Background: an optimization exercise with open tools, aiming at small area, a short achievable clock period and few clock cycles. Do not read the settings as production practice. The RTL was checked by simulation tests, not by an equivalence proof against the original design. Power is estimated from default activity; no workload was simulated.

[flow/run.sh]
#!/bin/bash
# synth_recipe.tcl (not shown) runs the flow's synth.tcl, then flattens the netlist and writes it again
# the make line also repeats each setting of config.mk as NAME=value (left out here)
make -C /OpenROAD-flow-scripts/flow DESIGN_CONFIG=/design/flow/config.mk WORK_HOME=/design/flow/orfs CLKGATE_MAP_FILE= SYNTH_SCRIPT=/design/flow/synth_recipe.tcl finish
[flow/config.mk]
export PLATFORM = sky130hd
export DESIGN_NAME = crpe
export DESIGN_NICKNAME = crpe
export VERILOG_FILES = /design/flow/design.v
export SDC_FILE = /design/flow/constraint.sdc
export NUM_CORES = 4
export LEC_CHECK = 0
export CAP_MARGIN = 20
export CELL_PAD_IN_SITES_DETAIL_PLACEMENT = 0
export CELL_PAD_IN_SITES_GLOBAL_PLACEMENT = 1
export CORE_MARGIN = 2
export CORE_UTILIZATION = 35
export GPL_ROUTABILITY_DRIVEN = 1
export GPL_TIMING_DRIVEN = 1
export PLACE_DENSITY = 0.45
export SLEW_MARGIN = 20
[flow/constraint.sdc]
create_clock -name core_clock -period 12.0 [get_ports {clk}]
set_input_delay 2.4000 -clock core_clock [delete_from_list [all_inputs] [get_ports {clk}]]
set_output_delay 2.4000 -clock core_clock [all_outputs]
set_load 0.01 [all_outputs]
[flow/design.v]
module crpe (
    input  wire         clk,
    input  wire         rst_n,
    input  wire         wr_en,
    input  wire [1:0]   wr_sel,
    input  wire [4:0]   wr_addr,
    input  wire [7:0]   wr_data,
    input  wire         cmd_valid,
    input  wire [3:0]   cmd_op,
    input  wire         cfg_ns3,
    input  wire [1:0]   cfg_porder,
    input  wire [7:0]   cfg_rounds,
    input  wire [5:0]   cfg_len,
    input  wire [4:0]   cfg_klen,
    input  wire [4:0]   cfg_slen,
    input  wire [4:0]   cfg_s2len,
    output reg          busy,
    output reg          done,
    output reg          err,
    output reg  [2:0]   ecode,
    output reg  [3:0]   kpos,
    output reg  [3:0]   spos,
    output reg  [3:0]   s2pos,
    output reg          swdir,
    output reg          cdir,
    output wire [255:0] data_out
);
    localparam OP_NOP     = 4'd0;
    localparam OP_ENC     = 4'd1;
    localparam OP_DEC     = 4'd2;
    localparam OP_PBYTEF  = 4'd3;
    localparam OP_PBYTEB  = 4'd4;
    localparam OP_PBITF   = 4'd5;
    localparam OP_PBITB   = 4'd6;
    localparam OP_RECBYTE = 4'd7;
    localparam OP_RECBIT  = 4'd8;
    localparam ST_IDLE  = 3'd0;
    localparam ST_DEC   = 3'd1;    
    localparam ST_PREP  = 3'd2;    
    localparam ST_START = 3'd3;    
    localparam ST_RUN   = 3'd4;    
    localparam ST_DRAIN = 3'd5;    
    reg [255:0] data_r;
    reg [7:0]   key_r   [0:15];
    reg [7:0]   salt_r  [0:15];
    reg [7:0]   salt2_r [0:15];
    assign data_out = data_r;
    reg [2:0]   st;
    reg [3:0]   op_r;
    reg         ns3_r;
    reg [1:0]   porder_r;
    reg [7:0]   rounds_r;     
    reg [5:0]   len_r;
    reg [4:0]   klen_r;
    reg [4:0]   slen_r;
    reg [4:0]   s2len_r;
    wire multi_r  = (op_r == OP_ENC) || (op_r == OP_DEC);
    wire back_r   = (op_r == OP_DEC)   || (op_r == OP_PBYTEB) ||
                    (op_r == OP_PBITB) || (op_r == OP_RECBYTE) ||
                    (op_r == OP_RECBIT);
    wire rec_r    = (op_r == OP_RECBYTE) || (op_r == OP_RECBIT);
    wire onebit_r = (op_r == OP_PBITF) || (op_r == OP_PBITB) ||
                    (op_r == OP_RECBIT);
    wire in_multi = (cmd_op == OP_ENC) || (cmd_op == OP_DEC);
    wire e_ill    = (cmd_op > OP_RECBIT);
    wire e_key    = (cfg_klen == 5'd0) || (cfg_slen == 5'd0) ||
                    (cfg_ns3 && cfg_s2len == 5'd0);
    wire e_neg    = in_multi && cfg_rounds[7];
    wire e_por    = in_multi && (cfg_porder == 2'd3);
    wire e_len    = (cfg_len > 6'd32) || (cfg_klen > 5'd16) ||
                    (cfg_slen > 5'd16) || (cfg_ns3 && cfg_s2len > 5'd16);
    reg [2:0] in_ecode;
    always @(*) begin
        if (e_ill)      in_ecode = 3'd1;
        else if (e_key) in_ecode = 3'd2;
        else if (e_neg) in_ecode = 3'd3;
        else if (e_por) in_ecode = 3'd4;
        else if (e_len) in_ecode = 3'd5;
        else            in_ecode = 3'd0;
    end
    reg [2:0] dec_ecode;      
    reg       nop_r;          
    reg       len0_r;         
    reg [1:0]   pidx;
    reg [7:0]   ai;           
    reg         pfirst;       
    reg [2:0]   pc;           
    reg [3:0]   kst_byte, sst_byte, s2st_byte;
    reg [3:0]   kst_bit,  sst_bit,  s2st_bit;
    reg [3:0]   rk, rs, rs2;
    wire [1:0] npass_m1 = (porder_r == 2'd2) ? 2'd2 : 2'd1;
    function seq_layer(input [1:0] porder, input [1:0] p);
        seq_layer = (porder == 2'd1) ? (p == 2'd0) : (p == 2'd1);
    endfunction
    wire       cur_bit   = multi_r ? seq_layer(porder_r, pidx) : onebit_r;
    wire [4:0] lm1       = len_r[4:0] - 5'd1;           
    wire [7:0] nm1       = cur_bit ? {lm1, 3'b111} : {3'b000, lm1};
    reg        lastq;         
    reg        last2q;        
    wire       last_el   = lastq;
    wire       lastq_nx  = (ai == 8'd2);
    wire       last2q_nx = (ai == 8'd3);
    wire       len_one   = (len_r == 6'd1);
    wire       len_two   = (len_r == 6'd2);
    wire       first_bit = multi_r ? seq_layer(porder_r, (op_r == OP_DEC) ? npass_m1 : 2'd0) : onebit_r;
    wire       pair      = !lastq;
    wire       pass_end  = lastq || last2q;
    wire       last_pass = back_r ? (pidx == 2'd0) : (pidx == npass_m1);
    wire       cmd_last  = pass_end && (!multi_r || (last_pass && rounds_r == 8'd0));
    wire [1:0] nx_pidx   = !last_pass ? (back_r ? pidx - 2'd1 : pidx + 2'd1)
                                      : (back_r ? npass_m1 : 2'd0);
    wire [3:0] kpos_nx  = back_r ? ((kpos == 4'd0) ? klen_r[3:0] - 4'd1 : kpos - 4'd1)
                                 : ((kpos == klen_r[3:0] - 4'd1) ? 4'd0 : kpos + 4'd1);
    wire [3:0] spos_nx  = back_r ? ((spos == 4'd0) ? slen_r[3:0] - 4'd1 : spos - 4'd1)
                                 : ((spos == slen_r[3:0] - 4'd1) ? 4'd0 : spos + 4'd1);
    wire [3:0] s2pos_nx = back_r ? ((s2pos == 4'd0) ? s2len_r[3:0] - 4'd1 : s2pos - 4'd1)
                                 : ((s2pos == s2len_r[3:0] - 4'd1) ? 4'd0 : s2pos + 4'd1);
    function [3:0] cur2(input [3:0] c, input [4:0] len, input back);
        reg [4:0] u;
        begin
            if (len == 5'd1)
                cur2 = 4'd0;
            else if (!back) begin
                u = {1'b0, c} + 5'd2;
                cur2 = (u >= len) ? u - len : u[3:0];
            end else begin
                cur2 = (c < 4'd2) ? c + len[3:0] - 4'd2 : c - 4'd2;
            end
        end
    endfunction
    wire [3:0] kpos_nx2  = cur2(kpos,  klen_r,  back_r);
    wire [3:0] spos_nx2  = cur2(spos,  slen_r,  back_r);
    wire [3:0] s2pos_nx2 = cur2(s2pos, s2len_r, back_r);
    function [3:0] cstep(input [3:0] r, input b, input [4:0] len);
        reg [4:0] x;
        begin
            x = {r, b};
            cstep = (x >= len) ? (x - len) : x[3:0];
        end
    endfunction
    reg  [7:0] pseq;
    wire [3:0] rk_h  = cstep(rk,  pseq[7], klen_r);
    wire [3:0] rs_h  = cstep(rs,  pseq[7], slen_r);
    wire [3:0] rs2_h = cstep(rs2, pseq[7], s2len_r);
    wire [3:0] rk_n  = cstep(rk_h,  pseq[6], klen_r);
    wire [3:0] rs_n  = cstep(rs_h,  pseq[6], slen_r);
    wire [3:0] rs2_n = cstep(rs2_h, pseq[6], s2len_r);
    wire       pi_bit = (st == ST_RUN) ? seq_layer(porder_r, nx_pidx) : cur_bit;
    wire [3:0] pi_k   = !back_r ? 4'd0 : (pi_bit ? kst_bit  : kst_byte);
    wire [3:0] pi_s   = !back_r ? 4'd0 : (pi_bit ? sst_bit  : sst_byte);
    wire [3:0] pi_s2  = !back_r ? 4'd0 : (pi_bit ? s2st_bit : s2st_byte);
    wire [7:0] pi_i   = pi_bit ? {lm1, 3'b111} : {3'b000, lm1};
    wire       pi_sw  = back_r && (pi_bit || ~len_r[0]);
    always @(posedge clk) begin
        if (!busy) begin
            op_r     <= cmd_op;
            ns3_r    <= cfg_ns3;
            porder_r <= cfg_porder;
            rounds_r <= cfg_rounds;
            len_r    <= cfg_len;
            klen_r   <= cfg_klen;
            slen_r   <= cfg_slen;
            s2len_r  <= cfg_s2len;
            dec_ecode <= in_ecode;
            nop_r    <= (cmd_op == OP_NOP);
            len0_r   <= (cfg_len == 6'd0);
        end else if (st == ST_RUN && pass_end && last_pass) begin
            rounds_r <= rounds_r - 8'd1;
        end
    end
    wire       pipe_busy;
    wire       dv;
    reg        wq_en;
    reg [1:0]  wq_sel;
    reg [3:0]  wq_addr;
    reg [7:0]  wq_data;
    always @(posedge clk) begin
        wq_en   <= rst_n && !busy && wr_en && (wr_sel != 2'd0) && !wr_addr[4];
        wq_sel  <= wr_sel;
        wq_addr <= wr_addr[3:0];
        wq_data <= wr_data;
        if (wq_en && wq_sel == 2'd1) key_r[wq_addr]   <= wq_data;
        if (wq_en && wq_sel == 2'd2) salt_r[wq_addr]  <= wq_data;
        if (wq_en && wq_sel == 2'd3) salt2_r[wq_addr] <= wq_data;
    end
    always @(posedge clk) begin
        if (!rst_n) begin
            st     <= ST_IDLE;
            busy   <= 1'b0;
            done   <= 1'b0;
            err    <= 1'b0;
            ecode  <= 3'd0;
            kpos   <= 4'd0;
            spos   <= 4'd0;
            s2pos  <= 4'd0;
            swdir  <= 1'b0;
            cdir   <= 1'b0;
        end else begin
            done <= 1'b0;
            case (st)
            ST_IDLE: begin
                if (cmd_valid) begin
                    busy <= 1'b1;
                    st   <= ST_DEC;
                end
            end
            ST_DEC: begin
                pidx <= (op_r == OP_DEC) ? npass_m1 : 2'd0;
                pc   <= 3'd0;
                pseq <= {lm1, 3'b111};
                rk   <= 4'd0;
                rs   <= 4'd0;
                rs2  <= 4'd0;
                if (nop_r) begin
                    busy <= 1'b0;
                    done <= 1'b1;
                    st   <= ST_IDLE;
                end else if (dec_ecode != 3'd0) begin
                    busy  <= 1'b0;
                    done  <= 1'b1;
                    err   <= 1'b1;
                    ecode <= dec_ecode;
                    st    <= ST_IDLE;
                end else begin
                    err   <= 1'b0;
                    ecode <= 3'd0;
                    cdir  <= back_r;
                    if (len0_r) begin
                        busy <= 1'b0;
                        done <= 1'b1;
                        st   <= ST_IDLE;
                        if (!back_r) begin
                            kpos  <= 4'd0;
                            spos  <= 4'd0;
                            if (ns3_r) s2pos <= 4'd0;
                            swdir <= 1'b0;
                        end else begin
                            kpos  <= klen_r[3:0] - 4'd1;
                            spos  <= slen_r[3:0] - 4'd1;
                            if (ns3_r) s2pos <= s2len_r[3:0] - 4'd1;
                            swdir <= 1'b1;
                        end
                    end else if (back_r) begin
                        st <= ST_PREP;
                    end else begin
                        st     <= ST_RUN;
                        kpos   <= 4'd0;
                        spos   <= 4'd0;
                        if (ns3_r) s2pos <= 4'd0;
                        ai     <= first_bit ? {lm1, 3'b111} : {3'b000, lm1};
                        swdir  <= 1'b0;
                        pfirst <= 1'b1;
                        lastq  <= !first_bit && len_one;
                        last2q <= !first_bit && len_two;
                    end
                end
            end
            ST_PREP: begin
                pc  <= pc + 3'd1;
                pseq <= {pseq[5:0], 2'b00};
                rk  <= rk_n;
                rs  <= rs_n;
                rs2 <= rs2_n;
                if (pc == 3'd2) begin
                    kst_byte  <= rk_h;
                    sst_byte  <= rs_h;
                    s2st_byte <= rs2_h;
                end
                if (pc == 3'd3) begin
                    kst_bit  <= rk_n;
                    sst_bit  <= rs_n;
                    s2st_bit <= rs2_n;
                    st <= ST_START;
                end
            end
            ST_START: begin
                kpos  <= pi_k;
                spos  <= pi_s;
                if (ns3_r) s2pos <= pi_s2;
                swdir <= pi_sw;
                ai    <= pi_i;
                pfirst <= 1'b1;
                lastq <= !pi_bit && len_one;
                last2q <= !pi_bit && len_two;
                if (rec_r) begin
                    busy  <= 1'b0;
                    done  <= 1'b1;
                    st    <= ST_IDLE;
                end else begin
                    st    <= ST_RUN;
                end
            end
            ST_RUN: begin
                pfirst <= 1'b0;
                if (cmd_last) begin
                    kpos  <= pair ? kpos_nx2 : kpos_nx;
                    spos  <= pair ? spos_nx2 : spos_nx;
                    if (ns3_r) s2pos <= pair ? s2pos_nx2 : s2pos_nx;
                    swdir <= swdir ^ !pair;
                    st    <= ST_DRAIN;
                end else if (pass_end) begin
                    pidx   <= nx_pidx;
                    kpos   <= pi_k;
                    spos   <= pi_s;
                    if (ns3_r) s2pos <= pi_s2;
                    ai     <= pi_i;
                    swdir  <= pi_sw;
                    pfirst <= 1'b1;
                    lastq  <= !pi_bit && len_one;
                    last2q <= !pi_bit && len_two;
                end else begin
                    kpos   <= kpos_nx2;
                    spos   <= spos_nx2;
                    if (ns3_r) s2pos <= s2pos_nx2;
                    ai     <= ai - 8'd2;
                    lastq  <= lastq_nx;
                    last2q <= last2q_nx;
                end
            end
            ST_DRAIN: begin
                if (dv && !pipe_busy) begin
                    busy <= 1'b0;
                    done <= 1'b1;
                    st   <= ST_IDLE;
                end
            end
            default: st <= ST_IDLE;
            endcase
        end
    end
    function [4:0] hstep(input [4:0] r, input b, input [5:0] len);
        reg [6:0] d;
        begin
            d = {1'b0, r, b} - {1'b0, len};
            hstep = d[6] ? {r[3:0], b} : d[4:0];
        end
    endfunction
    function [4:0] h4step(input [4:0] r, input [1:0] b, input [5:0] len, input [6:0] len3);
        reg [6:0] x;
        reg [7:0] d1, d2, d3;
        begin
            x  = {r, b};
            d1 = {1'b0, x} - {2'b00, len};
            d2 = {1'b0, x} - {1'b0, len, 1'b0};
            d3 = {1'b0, x} - {1'b0, len3};
            if (!d3[7])      h4step = d3[4:0];
            else if (!d2[7]) h4step = d2[4:0];
            else if (!d1[7]) h4step = d1[4:0];
            else             h4step = x[4:0];
        end
    endfunction
    reg [6:0] len3_r;
    always @(posedge clk)
        if (st == ST_DEC) len3_r <= {1'b0, len_r} + {len_r, 1'b0};
    reg        va1, vb1, bit1, first1;
    reg [7:0]  kba1, sba1, s2ba1, kbb1, sbb1, s2bb1;
    always @(posedge clk) begin
        if (!rst_n) begin
            va1 <= 1'b0;
            vb1 <= 1'b0;
        end else begin
            va1 <= (st == ST_RUN);
            vb1 <= (st == ST_RUN) && pair;
        end
        bit1   <= cur_bit;
        first1 <= pfirst;
        kba1   <= key_r[kpos];
        sba1   <= salt_r[spos];
        s2ba1  <= ns3_r ? salt2_r[s2pos] : 8'd1;
        kbb1   <= key_r[kpos_nx];
        sbb1   <= salt_r[spos_nx];
        s2bb1  <= ns3_r ? salt2_r[s2pos_nx] : 8'd1;
    end
    reg        va2, vb2, bit2, first2;
    reg [7:0]  s2ba2, s2bb2;
    reg [15:0] pa2, pb2;
    always @(posedge clk) begin
        if (!rst_n) begin
            va2 <= 1'b0;
            vb2 <= 1'b0;
        end else begin
            va2 <= va1;
            vb2 <= vb1;
        end
        bit2   <= bit1;
        first2 <= first1;
        s2ba2  <= s2ba1;
        s2bb2  <= s2bb1;
        pa2    <= kba1 * sba1;
        pb2    <= kbb1 * sbb1;
    end
    reg        va3, vb3, bit3, first3;
    reg [19:0] pla3, pha3, plb3, phb3;
    always @(posedge clk) begin
        if (!rst_n) begin
            va3 <= 1'b0;
            vb3 <= 1'b0;
        end else begin
            va3 <= va2;
            vb3 <= vb2;
        end
        bit3   <= bit2;
        first3 <= first2;
        pla3   <= pa2 * s2ba2[3:0];
        pha3   <= pa2 * s2ba2[7:4];
        plb3   <= pb2 * s2bb2[3:0];
        phb3   <= pb2 * s2bb2[7:4];
    end
    wire [23:0] offa_c = {4'd0, pla3} + {pha3, 4'd0};
    wire [23:0] offb_c = {4'd0, plb3} + {phb3, 4'd0};
    reg        va4, vb4, bit4, first4;
    reg [4:0]  ra4;
    reg [22:0] xa4;
    reg [7:0] hra4_c;
    always @(*) begin
        hra4_c = 8'd0;
        hra4_c = {3'd0, hstep(hra4_c[4:0], offa_c[23], len_r)};
    end
    reg [4:0]  rb4;
    reg [22:0] xb4;
    reg [7:0] hrb4_c;
    always @(*) begin
        hrb4_c = 8'd0;
        hrb4_c = {3'd0, hstep(hrb4_c[4:0], offb_c[23], len_r)};
    end
    always @(posedge clk) begin
        if (!rst_n) begin
            va4 <= 1'b0;
            vb4 <= 1'b0;
        end else begin
            va4 <= va3;
            vb4 <= vb3;
        end
        bit4   <= bit3;
        first4 <= first3;
        ra4 <= hra4_c[4:0];
        xa4 <= offa_c[22:0];
        rb4 <= hrb4_c[4:0];
        xb4 <= offb_c[22:0];
    end
    reg        va5, vb5, bit5, first5;
    reg [4:0]  ra5;
    reg [20:0] xa5;
    reg [7:0] hra5_c;
    always @(*) begin
        hra5_c = {3'd0, ra4};
        hra5_c = {3'd0, hstep(hra5_c[4:0], xa4[22], len_r)};
        hra5_c = {3'd0, hstep(hra5_c[4:0], xa4[21], len_r)};
    end
    reg [4:0]  rb5;
    reg [20:0] xb5;
    reg [7:0] hrb5_c;
    always @(*) begin
        hrb5_c = {3'd0, rb4};
        hrb5_c = {3'd0, hstep(hrb5_c[4:0], xb4[22], len_r)};
        hrb5_c = {3'd0, hstep(hrb5_c[4:0], xb4[21], len_r)};
    end
    always @(posedge clk) begin
        if (!rst_n) begin
            va5 <= 1'b0;
            vb5 <= 1'b0;
        end else begin
            va5 <= va4;
            vb5 <= vb4;
        end
        bit5   <= bit4;
        first5 <= first4;
        ra5 <= hra5_c[4:0];
        xa5 <= xa4[20:0];
        rb5 <= hrb5_c[4:0];
        xb5 <= xb4[20:0];
    end
    reg        va6, vb6, bit6, first6;
    reg [4:0]  ra6;
    reg [18:0] xa6;
    reg [7:0] hra6_c;
    always @(*) begin
        hra6_c = {3'd0, ra5};
        hra6_c = {3'd0, hstep(hra6_c[4:0], xa5[20], len_r)};
        hra6_c = {3'd0, hstep(hra6_c[4:0], xa5[19], len_r)};
    end
    reg [4:0]  rb6;
    reg [18:0] xb6;
    reg [7:0] hrb6_c;
    always @(*) begin
        hrb6_c = {3'd0, rb5};
        hrb6_c = {3'd0, hstep(hrb6_c[4:0], xb5[20], len_r)};
        hrb6_c = {3'd0, hstep(hrb6_c[4:0], xb5[19], len_r)};
    end
    always @(posedge clk) begin
        if (!rst_n) begin
            va6 <= 1'b0;
            vb6 <= 1'b0;
        end else begin
            va6 <= va5;
            vb6 <= vb5;
        end
        bit6   <= bit5;
        first6 <= first5;
        ra6 <= hra6_c[4:0];
        xa6 <= xa5[18:0];
        rb6 <= hrb6_c[4:0];
        xb6 <= xb5[18:0];
    end
    reg        va7, vb7, bit7, first7;
    reg [4:0]  ra7;
    reg [16:0] xa7;
    reg [7:0] hra7_c;
    always @(*) begin
        hra7_c = {3'd0, ra6};
        hra7_c = {3'd0, hstep(hra7_c[4:0], xa6[18], len_r)};
        hra7_c = {3'd0, hstep(hra7_c[4:0], xa6[17], len_r)};
    end
    reg [4:0]  rb7;
    reg [16:0] xb7;
    reg [7:0] hrb7_c;
    always @(*) begin
        hrb7_c = {3'd0, rb6};
        hrb7_c = {3'd0, hstep(hrb7_c[4:0], xb6[18], len_r)};
        hrb7_c = {3'd0, hstep(hrb7_c[4:0], xb6[17], len_r)};
    end
    always @(posedge clk) begin
        if (!rst_n) begin
            va7 <= 1'b0;
            vb7 <= 1'b0;
        end else begin
            va7 <= va6;
            vb7 <= vb6;
        end
        bit7   <= bit6;
        first7 <= first6;
        ra7 <= hra7_c[4:0];
        xa7 <= xa6[16:0];
        rb7 <= hrb7_c[4:0];
        xb7 <= xb6[16:0];
    end
    reg        va8, vb8, bit8, first8;
    reg [4:0]  ra8;
    reg [14:0] xa8;
    reg [7:0] hra8_c;
    always @(*) begin
        hra8_c = {3'd0, ra7};
        hra8_c = {3'd0, hstep(hra8_c[4:0], xa7[16], len_r)};
        hra8_c = {3'd0, hstep(hra8_c[4:0], xa7[15], len_r)};
    end
    reg [4:0]  rb8;
    reg [14:0] xb8;
    reg [7:0] hrb8_c;
    always @(*) begin
        hrb8_c = {3'd0, rb7};
        hrb8_c = {3'd0, hstep(hrb8_c[4:0], xb7[16], len_r)};
        hrb8_c = {3'd0, hstep(hrb8_c[4:0], xb7[15], len_r)};
    end
    always @(posedge clk) begin
        if (!rst_n) begin
            va8 <= 1'b0;
            vb8 <= 1'b0;
        end else begin
            va8 <= va7;
            vb8 <= vb7;
        end
        bit8   <= bit7;
        first8 <= first7;
        ra8 <= hra8_c[4:0];
        xa8 <= xa7[14:0];
        rb8 <= hrb8_c[4:0];
        xb8 <= xb7[14:0];
    end
    reg        va9, vb9, bit9, first9;
    reg [4:0]  ra9;
    reg [12:0] xa9;
    reg [7:0] hra9_c;
    always @(*) begin
        hra9_c = {3'd0, ra8};
        hra9_c = {3'd0, hstep(hra9_c[4:0], xa8[14], len_r)};
        hra9_c = {3'd0, hstep(hra9_c[4:0], xa8[13], len_r)};
    end
    reg [4:0]  rb9;
    reg [12:0] xb9;
    reg [7:0] hrb9_c;
    always @(*) begin
        hrb9_c = {3'd0, rb8};
        hrb9_c = {3'd0, hstep(hrb9_c[4:0], xb8[14], len_r)};
        hrb9_c = {3'd0, hstep(hrb9_c[4:0], xb8[13], len_r)};
    end
    always @(posedge clk) begin
        if (!rst_n) begin
            va9 <= 1'b0;
            vb9 <= 1'b0;
        end else begin
            va9 <= va8;
            vb9 <= vb8;
        end
        bit9   <= bit8;
        first9 <= first8;
        ra9 <= hra9_c[4:0];
        xa9 <= xa8[12:0];
        rb9 <= hrb9_c[4:0];
        xb9 <= xb8[12:0];
    end
    reg        va10, vb10, bit10, first10;
    reg [4:0]  ra10;
    reg [10:0] xa10;
    reg [7:0] hra10_c;
    always @(*) begin
        hra10_c = {3'd0, ra9};
        hra10_c = {3'd0, hstep(hra10_c[4:0], xa9[12], len_r)};
        hra10_c = {3'd0, hstep(hra10_c[4:0], xa9[11], len_r)};
    end
    reg [4:0]  rb10;
    reg [10:0] xb10;
    reg [7:0] hrb10_c;
    always @(*) begin
        hrb10_c = {3'd0, rb9};
        hrb10_c = {3'd0, hstep(hrb10_c[4:0], xb9[12], len_r)};
        hrb10_c = {3'd0, hstep(hrb10_c[4:0], xb9[11], len_r)};
    end
    always @(posedge clk) begin
        if (!rst_n) begin
            va10 <= 1'b0;
            vb10 <= 1'b0;
        end else begin
            va10 <= va9;
            vb10 <= vb9;
        end
        bit10   <= bit9;
        first10 <= first9;
        ra10 <= hra10_c[4:0];
        xa10 <= xa9[10:0];
        rb10 <= hrb10_c[4:0];
        xb10 <= xb9[10:0];
    end
    reg        va11, vb11, bit11, first11;
    reg [4:0]  ra11;
    reg [8:0] xa11;
    reg [7:0] hra11_c;
    always @(*) begin
        hra11_c = {3'd0, ra10};
        hra11_c = {3'd0, hstep(hra11_c[4:0], xa10[10], len_r)};
        hra11_c = {3'd0, hstep(hra11_c[4:0], xa10[9], len_r)};
    end
    reg [4:0]  rb11;
    reg [8:0] xb11;
    reg [7:0] hrb11_c;
    always @(*) begin
        hrb11_c = {3'd0, rb10};
        hrb11_c = {3'd0, hstep(hrb11_c[4:0], xb10[10], len_r)};
        hrb11_c = {3'd0, hstep(hrb11_c[4:0], xb10[9], len_r)};
    end
    always @(posedge clk) begin
        if (!rst_n) begin
            va11 <= 1'b0;
            vb11 <= 1'b0;
        end else begin
            va11 <= va10;
            vb11 <= vb10;
        end
        bit11   <= bit10;
        first11 <= first10;
        ra11 <= hra11_c[4:0];
        xa11 <= xa10[8:0];
        rb11 <= hrb11_c[4:0];
        xb11 <= xb10[8:0];
    end
    reg        va12, vb12, bit12, first12;
    reg [4:0]  ra12;
    reg [6:0] xa12;
    reg [7:0] hra12_c;
    always @(*) begin
        hra12_c = {3'd0, ra11};
        hra12_c = {3'd0, hstep(hra12_c[4:0], xa11[8], len_r)};
        hra12_c = {3'd0, hstep(hra12_c[4:0], xa11[7], len_r)};
    end
    reg [4:0]  rb12;
    reg [6:0] xb12;
    reg [7:0] hrb12_c;
    always @(*) begin
        hrb12_c = {3'd0, rb11};
        hrb12_c = {3'd0, hstep(hrb12_c[4:0], xb11[8], len_r)};
        hrb12_c = {3'd0, hstep(hrb12_c[4:0], xb11[7], len_r)};
    end
    always @(posedge clk) begin
        if (!rst_n) begin
            va12 <= 1'b0;
            vb12 <= 1'b0;
        end else begin
            va12 <= va11;
            vb12 <= vb11;
        end
        bit12   <= bit11;
        first12 <= first11;
        ra12 <= hra12_c[4:0];
        xa12 <= xa11[6:0];
        rb12 <= hrb12_c[4:0];
        xb12 <= xb11[6:0];
    end
    reg        va13, vb13, bit13, first13;
    reg [4:0]  ra13;
    reg [4:0] xa13;
    reg [7:0] hra13_c;
    always @(*) begin
        hra13_c = {3'd0, ra12};
        hra13_c = {3'd0, hstep(hra13_c[4:0], xa12[6], len_r)};
        hra13_c = {3'd0, hstep(hra13_c[4:0], xa12[5], len_r)};
    end
    reg [4:0]  rb13;
    reg [4:0] xb13;
    reg [7:0] hrb13_c;
    always @(*) begin
        hrb13_c = {3'd0, rb12};
        hrb13_c = {3'd0, hstep(hrb13_c[4:0], xb12[6], len_r)};
        hrb13_c = {3'd0, hstep(hrb13_c[4:0], xb12[5], len_r)};
    end
    always @(posedge clk) begin
        if (!rst_n) begin
            va13 <= 1'b0;
            vb13 <= 1'b0;
        end else begin
            va13 <= va12;
            vb13 <= vb12;
        end
        bit13   <= bit12;
        first13 <= first12;
        ra13 <= hra13_c[4:0];
        xa13 <= xa12[4:0];
        rb13 <= hrb13_c[4:0];
        xb13 <= xb12[4:0];
    end
    reg        va14, vb14, bit14, first14;
    reg [4:0]  ra14;
    reg [2:0] xa14;
    reg [7:0] hra14_c;
    always @(*) begin
        hra14_c = {3'd0, ra13};
        hra14_c = {3'd0, hstep(hra14_c[4:0], xa13[4], len_r)};
        hra14_c = {3'd0, hstep(hra14_c[4:0], xa13[3], len_r)};
    end
    reg [4:0]  rb14;
    reg [2:0] xb14;
    reg [7:0] hrb14_c;
    always @(*) begin
        hrb14_c = {3'd0, rb13};
        hrb14_c = {3'd0, hstep(hrb14_c[4:0], xb13[4], len_r)};
        hrb14_c = {3'd0, hstep(hrb14_c[4:0], xb13[3], len_r)};
    end
    always @(posedge clk) begin
        if (!rst_n) begin
            va14 <= 1'b0;
            vb14 <= 1'b0;
        end else begin
            va14 <= va13;
            vb14 <= vb13;
        end
        bit14   <= bit13;
        first14 <= first13;
        ra14 <= hra14_c[4:0];
        xa14 <= xa13[2:0];
        rb14 <= hrb14_c[4:0];
        xb14 <= xb13[2:0];
    end
    reg        va15, vb15, bit15, first15;
    reg [6:0]  ra15;
    reg [0:0] xa15;
    reg [7:0] hra15_c;
    always @(*) begin
        hra15_c = {3'd0, ra14};
        hra15_c = bit14 ? {hra15_c[6:0], xa14[2]} : {3'd0, hstep(hra15_c[4:0], xa14[2], len_r)};
        hra15_c = bit14 ? {hra15_c[6:0], xa14[1]} : {3'd0, hstep(hra15_c[4:0], xa14[1], len_r)};
    end
    reg [6:0]  rb15;
    reg [0:0] xb15;
    reg [7:0] hrb15_c;
    always @(*) begin
        hrb15_c = {3'd0, rb14};
        hrb15_c = bit14 ? {hrb15_c[6:0], xb14[2]} : {3'd0, hstep(hrb15_c[4:0], xb14[2], len_r)};
        hrb15_c = bit14 ? {hrb15_c[6:0], xb14[1]} : {3'd0, hstep(hrb15_c[4:0], xb14[1], len_r)};
    end
    always @(posedge clk) begin
        if (!rst_n) begin
            va15 <= 1'b0;
            vb15 <= 1'b0;
        end else begin
            va15 <= va14;
            vb15 <= vb14;
        end
        bit15   <= bit14;
        first15 <= first14;
        ra15 <= hra15_c[6:0];
        xa15 <= xa14[0:0];
        rb15 <= hrb15_c[6:0];
        xb15 <= xb14[0:0];
    end
    reg        va16, vb16, bit16, first16;
    reg [7:0]  ra16;
    reg [7:0] hra16_c;
    always @(*) begin
        hra16_c = {1'd0, ra15};
        hra16_c = bit15 ? {hra16_c[6:0], xa15[0]} : {3'd0, hstep(hra16_c[4:0], xa15[0], len_r)};
    end
    reg [7:0]  rb16;
    reg [7:0] hrb16_c;
    always @(*) begin
        hrb16_c = {1'd0, rb15};
        hrb16_c = bit15 ? {hrb16_c[6:0], xb15[0]} : {3'd0, hstep(hrb16_c[4:0], xb15[0], len_r)};
    end
    always @(posedge clk) begin
        if (!rst_n) begin
            va16 <= 1'b0;
            vb16 <= 1'b0;
        end else begin
            va16 <= va15;
            vb16 <= vb15;
        end
        bit16   <= bit15;
        first16 <= first15;
        ra16 <= hra16_c[7:0];
        rb16 <= hrb16_c[7:0];
    end
    reg [7:0] ica, icb;
    wire [7:0] ic_start = !back_r ? 8'd0 : (bit15 ? {lm1, 3'b111} : {3'b000, lm1});
    wire [7:0] ic_start_b = back_r ? ic_start - 8'd1 : 8'd1;
    always @(posedge clk) begin
        if (va15) begin
            ica <= first15 ? ic_start   : (back_r ? ica - 8'd2 : ica + 8'd2);
            icb <= first15 ? ic_start_b : (back_r ? icb - 8'd2 : icb + 8'd2);
        end
    end
    function [7:0] target(input [7:0] i, input [7:0] m, input [8:0] n);
        reg [8:0] up_s, up_t, dn_t;
        begin
            up_s = {1'b0, i} + {1'b0, m};
            up_t = (up_s >= n) ? up_s - n : up_s;
            dn_t = (i >= m) ? {1'b0, i} - {1'b0, m} : {1'b0, i} + n - {1'b0, m};
            target = i[0] ? up_t[7:0] : dn_t[7:0];
        end
    endfunction
    wire [8:0] n_c  = bit16 ? {len_r, 3'b000} : {3'b000, len_r};
    wire [7:0] ta_c = target(ica, ra16, n_c);
    wire [7:0] tb_c = target(icb, rb16, n_c);
    reg         tva, tvb, tbit, teqa, teqb;
    reg [7:0]   tia, tta, tib, ttb;
    always @(posedge clk) begin
        if (!rst_n) begin
            tva <= 1'b0;
            tvb <= 1'b0;
        end else begin
            tva <= va16;
            tvb <= vb16;
        end
        tbit <= bit16;
        teqa <= (ra16 == 8'd0);
        teqb <= (rb16 == 8'd0);
        tia  <= bit16 ? ica  : {ica[4:0], 3'b000};
        tta  <= bit16 ? ta_c : {ta_c[4:0], 3'b000};
        tib  <= bit16 ? icb  : {icb[4:0], 3'b000};
        ttb  <= bit16 ? tb_c : {tb_c[4:0], 3'b000};
    end
    reg         dva, dvb, dbit, deqa, deqb;
    reg [7:0]   dia, dta, dib, dtb;
    reg [31:0]  dia_q, dta_q, dib_q, dtb_q;
    reg [3:0]   fia, fta, fib, ftb;     
    reg         fib_ta, fib_ia, ftb_ta, ftb_ia;
    always @(posedge clk) begin
        if (!rst_n) begin
            dva <= 1'b0;
            dvb <= 1'b0;
        end else begin
            dva <= tva;
            dvb <= tvb;
        end
        dbit  <= tbit;
        deqa  <= teqa;
        deqb  <= teqb;
        dia   <= tia;
        dta   <= tta;
        dib   <= tib;
        dtb   <= ttb;
        dia_q <= 32'd1 << tia[7:3];
        dta_q <= 32'd1 << tta[7:3];
        dib_q <= 32'd1 << tib[7:3];
        dtb_q <= 32'd1 << ttb[7:3];
        fia <= {dvb && tia[7:3] == dtb[7:3], dvb && tia[7:3] == dib[7:3],
                 dva && tia[7:3] == dta[7:3], dva && tia[7:3] == dia[7:3]};
        fta <= {dvb && tta[7:3] == dtb[7:3], dvb && tta[7:3] == dib[7:3],
                 dva && tta[7:3] == dta[7:3], dva && tta[7:3] == dia[7:3]};
        fib <= {dvb && tib[7:3] == dtb[7:3], dvb && tib[7:3] == dib[7:3],
                 dva && tib[7:3] == dta[7:3], dva && tib[7:3] == dia[7:3]};
        ftb <= {dvb && ttb[7:3] == dtb[7:3], dvb && ttb[7:3] == dib[7:3],
                 dva && ttb[7:3] == dta[7:3], dva && ttb[7:3] == dia[7:3]};
        fib_ta <= (tib == tta);
        fib_ia <= (tib == tia);
        ftb_ta <= (ttb == tta);
        ftb_ia <= (ttb == tia);
    end
    assign pipe_busy = va1 || va2 || va3 || va4 || va5 || va6 || va7 || va8 || va9 || va10 || va11 || va12 || va13 || va14 || va15 || va16 || va16 || tva || dva;
    reg         wva, wvb, wbit;
    reg [7:0]   wia, wta, wib, wtb;
    reg [7:0]   wvta, wvia, wvtb, wvib;
    assign dv = wva;
    reg  [7:0] m_ta, m_ia, m_tb, m_ib;      
    function [7:0] rdfw(input [255:0] d, input [31:0] sel, input [2:0] lane, input isbit,
                        input [3:0] f,
                        input [7:0] mta, input [7:0] mia, input [7:0] mtb, input [7:0] mib,
                        input [7:0] vta, input [7:0] via, input [7:0] vtb, input [7:0] vib);
        reg [7:0] by;
        integer l, q;
        begin
            by = 8'd0;
            for (q = 0; q < 32; q = q + 1)
                by = by | ({8{sel[q]}} & d[q*8 +: 8]);
            for (l = 0; l < 8; l = l + 1) begin
                if (f[3] && mtb[l])      by[l] = vtb[l];
                else if (f[2] && mib[l]) by[l] = vib[l];
                else if (f[1] && mta[l]) by[l] = vta[l];
                else if (f[0] && mia[l]) by[l] = via[l];
            end
            rdfw = isbit ? {8{by[lane]}} : by;
        end
    endfunction
    wire [7:0] xia = rdfw(data_r, dia_q, dia[2:0], dbit, fia,
                          m_ta, m_ia, m_tb, m_ib, wvta, wvia, wvtb, wvib);
    wire [7:0] xta = rdfw(data_r, dta_q, dta[2:0], dbit, fta,
                          m_ta, m_ia, m_tb, m_ib, wvta, wvia, wvtb, wvib);
    wire [7:0] vta = !dbit ? xia : (!back_r ? ~xia : (deqa ? ~xta : xia));
    wire [7:0] via = !dbit ? xta : ( back_r ? ~xta : (deqa ? ~xia : xta));
    wire [7:0] xib_r = rdfw(data_r, dib_q, dib[2:0], dbit, fib,
                            m_ta, m_ia, m_tb, m_ib, wvta, wvia, wvtb, wvib);
    wire [7:0] xtb_r = rdfw(data_r, dtb_q, dtb[2:0], dbit, ftb,
                            m_ta, m_ia, m_tb, m_ib, wvta, wvia, wvtb, wvib);
    wire [7:0] xib = fib_ta ? vta : fib_ia ? via : xib_r;
    wire [7:0] xtb = ftb_ta ? vta : ftb_ia ? via : xtb_r;
    wire [7:0] vtb = !dbit ? xib : (!back_r ? ~xib : (deqb ? ~xtb : xib));
    wire [7:0] vib = !dbit ? xtb : ( back_r ? ~xtb : (deqb ? ~xib : xtb));
    always @(posedge clk) begin
        if (!rst_n) begin
            wva <= 1'b0;
            wvb <= 1'b0;
        end else begin
            wva <= dva;
            wvb <= dvb;
        end
        wbit <= dbit;
        wia  <= dia;
        wta  <= dta;
        wib  <= dib;
        wtb  <= dtb;
        wvta <= vta;
        wvia <= via;
        wvtb <= vtb;
        wvib <= vib;
        m_ta <= dbit ? (8'd1 << dta[2:0]) : 8'hff;
        m_ia <= dbit ? (8'd1 << dia[2:0]) : 8'hff;
        m_tb <= dbit ? (8'd1 << dtb[2:0]) : 8'hff;
        m_ib <= dbit ? (8'd1 << dib[2:0]) : 8'hff;
    end
    genvar gq, gb;
    generate
        for (gq = 0; gq < 32; gq = gq + 1) begin : g_byte
            wire hsel = wr_en && (wr_sel == 2'd0) && (wr_addr == gq);
            wire taq  = wva && (wta[7:3] == gq);
            wire iaq  = wva && (wia[7:3] == gq);
            wire tbq  = wvb && (wtb[7:3] == gq);
            wire ibq  = wvb && (wib[7:3] == gq);
            for (gb = 0; gb < 8; gb = gb + 1) begin : g_bit
                wire tas = taq && (!wbit || wta[2:0] == gb);
                wire ias = iaq && (!wbit || wia[2:0] == gb);
                wire tbs = tbq && (!wbit || wtb[2:0] == gb);
                wire ibs = ibq && (!wbit || wib[2:0] == gb);
                always @(posedge clk) begin
                    if (busy ? (tas || ias || tbs || ibs) : hsel)
                        data_r[gq*8+gb] <= !busy ? wr_data[gb] :
                                           tbs ? wvtb[gb] : ibs ? wvib[gb] :
                                           tas ? wvta[gb] : wvia[gb];
                end
            end
        end
    endgenerate
endmodule
==> results.txt <==
[flip-flops by register name (all words and copies together) (netlist names), 17 cells and up]
register,count
salt2_r,128
xa4,23
plb3,20
pha3,20
dib_q,32
dtb_q,32
xb4,23
dia_q,32
xa6,19
xa7,17
pla3,20
xb5,21
xb6,19
key_r,128
data_r,256
phb3,20
xa5,21
dta_q,32
xb7,17
salt_r,128
[per-stage QoR]
step / hold WS, ns / setup WS, ns / instance area (um^2)
finish: 0.303 / 6.64 / 129000
detailed placement: 0.312 / 6.39 / 121000
floorplan: 0.310 / 5.56 / 112000
global route: 0.285 / 6.36 / 128000
global placement: 0.310 / 6.32 / 121000
CTS: 0.261 / 6.72 / 128000
[metal layers]
layer | vias to the layer above | global-route usage (%)
met3 | 2180 | 15.2
met2 | 7408 | 53.7
met1 | 52656 | 45.1
met4 | 32 | 26.0
met5 | - | 0.729
li1 | 44534 | -
[final cells by class]
type                            instances  area [um^2]
Multi-Input combinational cell       9141        64400
Timing Repair Buffer                  635         5680
Sequential cell                      1782        43400
Tap cell                             4180         5230
Clock buffer                          283         6270
Antenna cell                          175          438
Clock inverter                        117         1030
Fill cell                           31257       190000
Inverter                              569         2140
[logic make-up after synthesis]
logic type,count (synthesis),share of synthesized area [%]
muxes,564,6.52
xor gates and xnor gates,484,3.78
DFF,1782,38.6
other,1,0.00334
buffers and inverters,1361,4.60
and+or+nand+nor,3882,15.6
adders and majority gates,916,12.0
AOI/OAI and AO/OA,3291,18.9
[synthesized netlist by cell type (47+ instances only)]
master and number:
sky130_fd_sc_hd__xor2_1 168, sky130_fd_sc_hd__inv_1 564, sky130_fd_sc_hd__dfxtp_1 1026, sky130_fd_sc_hd__a221oi_1 108, sky130_fd_sc_hd__a22oi_1 320, sky130_fd_sc_hd__clkbuf_1 704
sky130_fd_sc_hd__and3_1 57, sky130_fd_sc_hd__a222oi_1 47, sky130_fd_sc_hd__nand4_1 98, sky130_fd_sc_hd__nand2b_1 106, sky130_fd_sc_hd__nor2_1 1447, sky130_fd_sc_hd__a211oi_1 358
sky130_fd_sc_hd__nand2_1 1068, sky130_fd_sc_hd__edfxtp_1 756, sky130_fd_sc_hd__fa_1 266, sky130_fd_sc_hd__ha_1 649, sky130_fd_sc_hd__nor2b_1 124, sky130_fd_sc_hd__o21ai_0 779
sky130_fd_sc_hd__nor3_1 339, sky130_fd_sc_hd__nor4_1 50, sky130_fd_sc_hd__a21o_1 200, sky130_fd_sc_hd__a22o_1 114, sky130_fd_sc_hd__a31oi_1 90, sky130_fd_sc_hd__mux2_2 79
sky130_fd_sc_hd__buf_1 65, sky130_fd_sc_hd__and2_1 349, sky130_fd_sc_hd__mux4_2 125, sky130_fd_sc_hd__nand3_1 144, sky130_fd_sc_hd__mux2i_1 360, sky130_fd_sc_hd__a21oi_1 900
sky130_fd_sc_hd__xnor2_1 316
[power by group through the flow]
stage / combinational [mW] / clock (mW) / sequential (mW)
floorplan: 14.2 / 0 / 8.57
CTS: 19.3 / 6.93 / 10.5
detailed placement: 19.2 / 0 / 10.7
global placement: 18.9 / 0 / 10.7
finish: 19.5 / 6.84 / 10.7
global route: 21.6 / 7.17 / 10.7
[worst max-delay path by stage]
stage / startpoint / endpoint / slack (ns) / depth (start not counted)
3_3_place_gp: wr_sel[1] / data_r[155] / 6.32 / 6
2_1_floorplan: len_r[1] / rb15[2] / 5.56 / 11
5_1_grt: len_r[2] / ra15[2] / 6.36 / 18
3_5_place_dp: wr_sel[1] / data_r[156] / 6.39 / 6
4_1_cts: len_r[2] / rb15[2] / 6.72 / 18
6_report: data_r[159] / data_out[159] / 6.64 / 1
==> out/summary.json <==
{
  "p_int": {"value": 19.7, "unit": "mW"},
  "coreArea": {"value": 318000, "unit": "um^2"},
  "mostFrequentLayoutCells": {"value": "sky130_fd_sc_hd__nor2_1, sky130_fd_sc_hd__nand2_1, sky130_fd_sc_hd__dfxtp_1"},
  "net-switching-power": {"value": 17.4, "unit": "mW"},
  "yosys-top-cells-area": {"value": "sky130_fd_sc_hd__edfxtp_1, sky130_fd_sc_hd__dfxtp_1, sky130_fd_sc_hd__ha_1, sky130_fd_sc_hd__nor2_1, sky130_fd_sc_hd__fa_1"},
  "dr.pass1.iters": {"value": 10},
  "timing_worst_setup_path_type": {"value": "reg2out"},
  "hold_viol_final": {"value": 0},
  "initial_cell_density_of_the_core": {"value": 35.2, "unit": "%"},
  "crit_family": {"value": "flip-flops"},
  "die-area": {"value": 325000, "unit": "um^2"},
  "share_of_layout_cells_above_drive_strength_1": {"value": 8.56, "unit": "%"},
  "cts_tree": {"value": "yes"},
  "total_power": {"value": 37.1, "unit": "mW"},
  "avgSynthCellArea": {"value": 9.13, "unit": "um^2"},
  "max_slew.worst_pin.slew": {"value": 1.40, "unit": "ns"},
  "met3_wirelength": {"value": 75.3, "unit": "mm"},
  "min_to": {"value": "xb9[6]"},
  "ant_nets": {"value": 0},
  "min-delay-start": {"value": "xb8[6]"},
  "final.min_clock_period": {"value": 5.36, "unit": "ns"},
  "start_kind": {"value": "flip-flop"},
  "ys.flop_type": {"value": "sky130_fd_sc_hd__dfxtp_1"},
  "synth_seq_area_share": {"value": 38.6, "unit": "%"},
  "flip_flop_and_latch_count_after_synthesis": {"value": 1782},
  "setup_repair_after_global_routing_missed_its_margin": {"value": "no"},
  "drt_iter0_markers": {"value": 14851},
  "timing.final.max_slew_violations": {"value": 0},
  "clkTransAtPathRegs": {"value": 0.06, "unit": "ns"},
  "crit_required": {"value": 9.60, "unit": "ns"},
  "post_layout_nonfiller_instances": {"value": 16882},
  "timing.fmax": {"value": 187, "unit": "MHz"},
  "cellPowerDensity": {"value": 289, "unit": "nW/um^2"},
  "maxCapViolCount": {"value": 0},
  "data_arrival_time_of_the_critical_path": {"value": 2.96, "unit": "ns"},
  "slew_headroom": {"value": 6.46, "unit": "%"},
  "vias": {"value": 106810},
  "synth_largest_type_area_fraction": {"value": 20.2, "unit": "%"},
  "synth-warning-count": {"value": 1},
  "peakVddDrop": {"value": 0.637, "unit": "mV"},
  "swShare": {"value": 46.9, "unit": "%"},
  "setup_tns": {"value": 0, "unit": "ns"},
  "setup_viol_count_final": {"value": 0},
  "netlist_instances": {"value": 12281},
  "top_layer": {"value": "met5"},
  "clk-insertion-delay-late": {"value": 0.97, "unit": "ns"},
  "crit_path_end_kind": {"value": "primary output"},
  "drt_wl_total": {"value": 626, "unit": "mm"},
  "route.detailed.wl_per_inst": {"value": 37.1, "unit": "um"},
  "die_height": {"value": 570, "unit": "um"},
  "combinationalPowerShare": {"value": 52.7, "unit": "%"},
  "p_clk_share": {"value": 18.4, "unit": "%"},
  "worstHoldPathCells": {"value": 0},
  "critPathMaxFanout": {"value": 5},
  "ctsHtreeMaxLevel": {"value": 4},
  "clock-root-buffer": {"value": "sky130_fd_sc_hd__clkbuf_16"},
  "postCtsResizedCells": {"value": 0},
  "timing.critical_path.slowest_stage_cell": {"value": "sky130_fd_sc_hd__edfxtp_1"},
  "rrSetupSlack": {"value": 6.79, "unit": "ns"},
  "cts-root-to-sink-buffers": {"value": 4},
  "crit_chain": {"value": "clkdlybuf4s50_1"},
  "yosys.area.top_type": {"value": "sky130_fd_sc_hd__edfxtp_1"},
  "timing.rr.end": {"value": "rb15[2]"},
  "run_status": {"value": "no timing/DRC/antenna violations"},
  "finalNetCount": {"value": 13316},
  "port_buf_inserts": {"value": 330},
  "power.static_leakage": {"value": 50.1, "unit": "nW"},
  "layout_commonest_cell": {"value": "sky130_fd_sc_hd__nor2_1"},
  "cts.sinks": {"value": 1782},
  "ys_async_sr_fraction": {"value": 0, "unit": "%"},
  "fin_util": {"value": 40.4, "unit": "%"},
  "post_cts_buffers": {"value": 0},
  "placedCellCount": {"value": 16299},
  "track_usage": {"value": 37.3, "unit": "%"},
  "grt_pass1_vias": {"value": 101175},
  "worst_hold_path_type": {"value": "reg2reg"},
  "place_congestion": {"value": 1.06},
  "worst_skew": {"value": 0.0755, "unit": "ns"},
  "worst_path_largest_cell_delay": {"value": 1.25, "unit": "ns"},
  "place.detailed.hpwl": {"value": 428, "unit": "mm"},
  "post_synthesis_instance_area": {"value": 112000, "unit": "um^2"},
  "timing.rr.start": {"value": "len_r[2]"},
  "cts-hold-fix-buffers": {"value": 0},
  "drt-vias-per-instance": {"value": 6.33},
  "met1Wirelength": {"value": 243, "unit": "mm"},
  "globalRoute.totalOverflow": {"value": 0},
  "grt_start_max_net_pins": {"value": 144},
  "syn2layout_area_growth": {"value": 14.7, "unit": "%"},
  "number_of_enable_flip_flop_cells_after_synthesis": {"value": 756},
  "numCtsBuffers": {"value": 217},
  "cp.buffers_inverters": {"value": 1},
  "ys_types": {"value": 104},
  "met2WireLength": {"value": 259, "unit": "mm"},
  "power_frac_seq": {"value": 28.9, "unit": "%"},
  "io_pins": {"value": 331},
  "first_pass_grt_wire_length": {"value": 845, "unit": "mm"},
  "grt_antenna_before_repair": {"value": 96},
  "timing.reg2reg.worst_path_depth": {"value": 18},
  "drc_errors": {"value": 0},
  "chip_width": {"value": 570, "unit": "um"},
  "number_of_placement_rows": {"value": 207},
  "fin_crit_sh": {"value": 44.7, "unit": "%"}
}
Testbench counts, summed over its fixed seeds: cycles 46,315.

-- afterwards: timing with drivers on the ports --
The flow's constraints put no driver on any port. The routed layout listed below was extracted and timed again, unchanged, in two steps.
Step 1, drivers: a clkbuf_16 drives clk and a buf_2 each remaining input, both assumed.
Step 2 times the ports against the registers' clock, not the clock port: input delays grow and output delays shrink by t, the midpoint of the rising clock arrivals with the driver on.
Three values: ideal ports, drivers, drivers and shift; two values: the first two.
t (ns): 1.034
slack for setup (ns): 6.642 / 6.535 / 6.153
hold WS [ns]: 0.303 / 0.303 / 0.303
pins driven straight from the clock port: 1
After both steps this run still meets setup and hold. For this run, drivers alone change the setup slack by -0.107 ns; drivers and shift together by -0.489 ns.
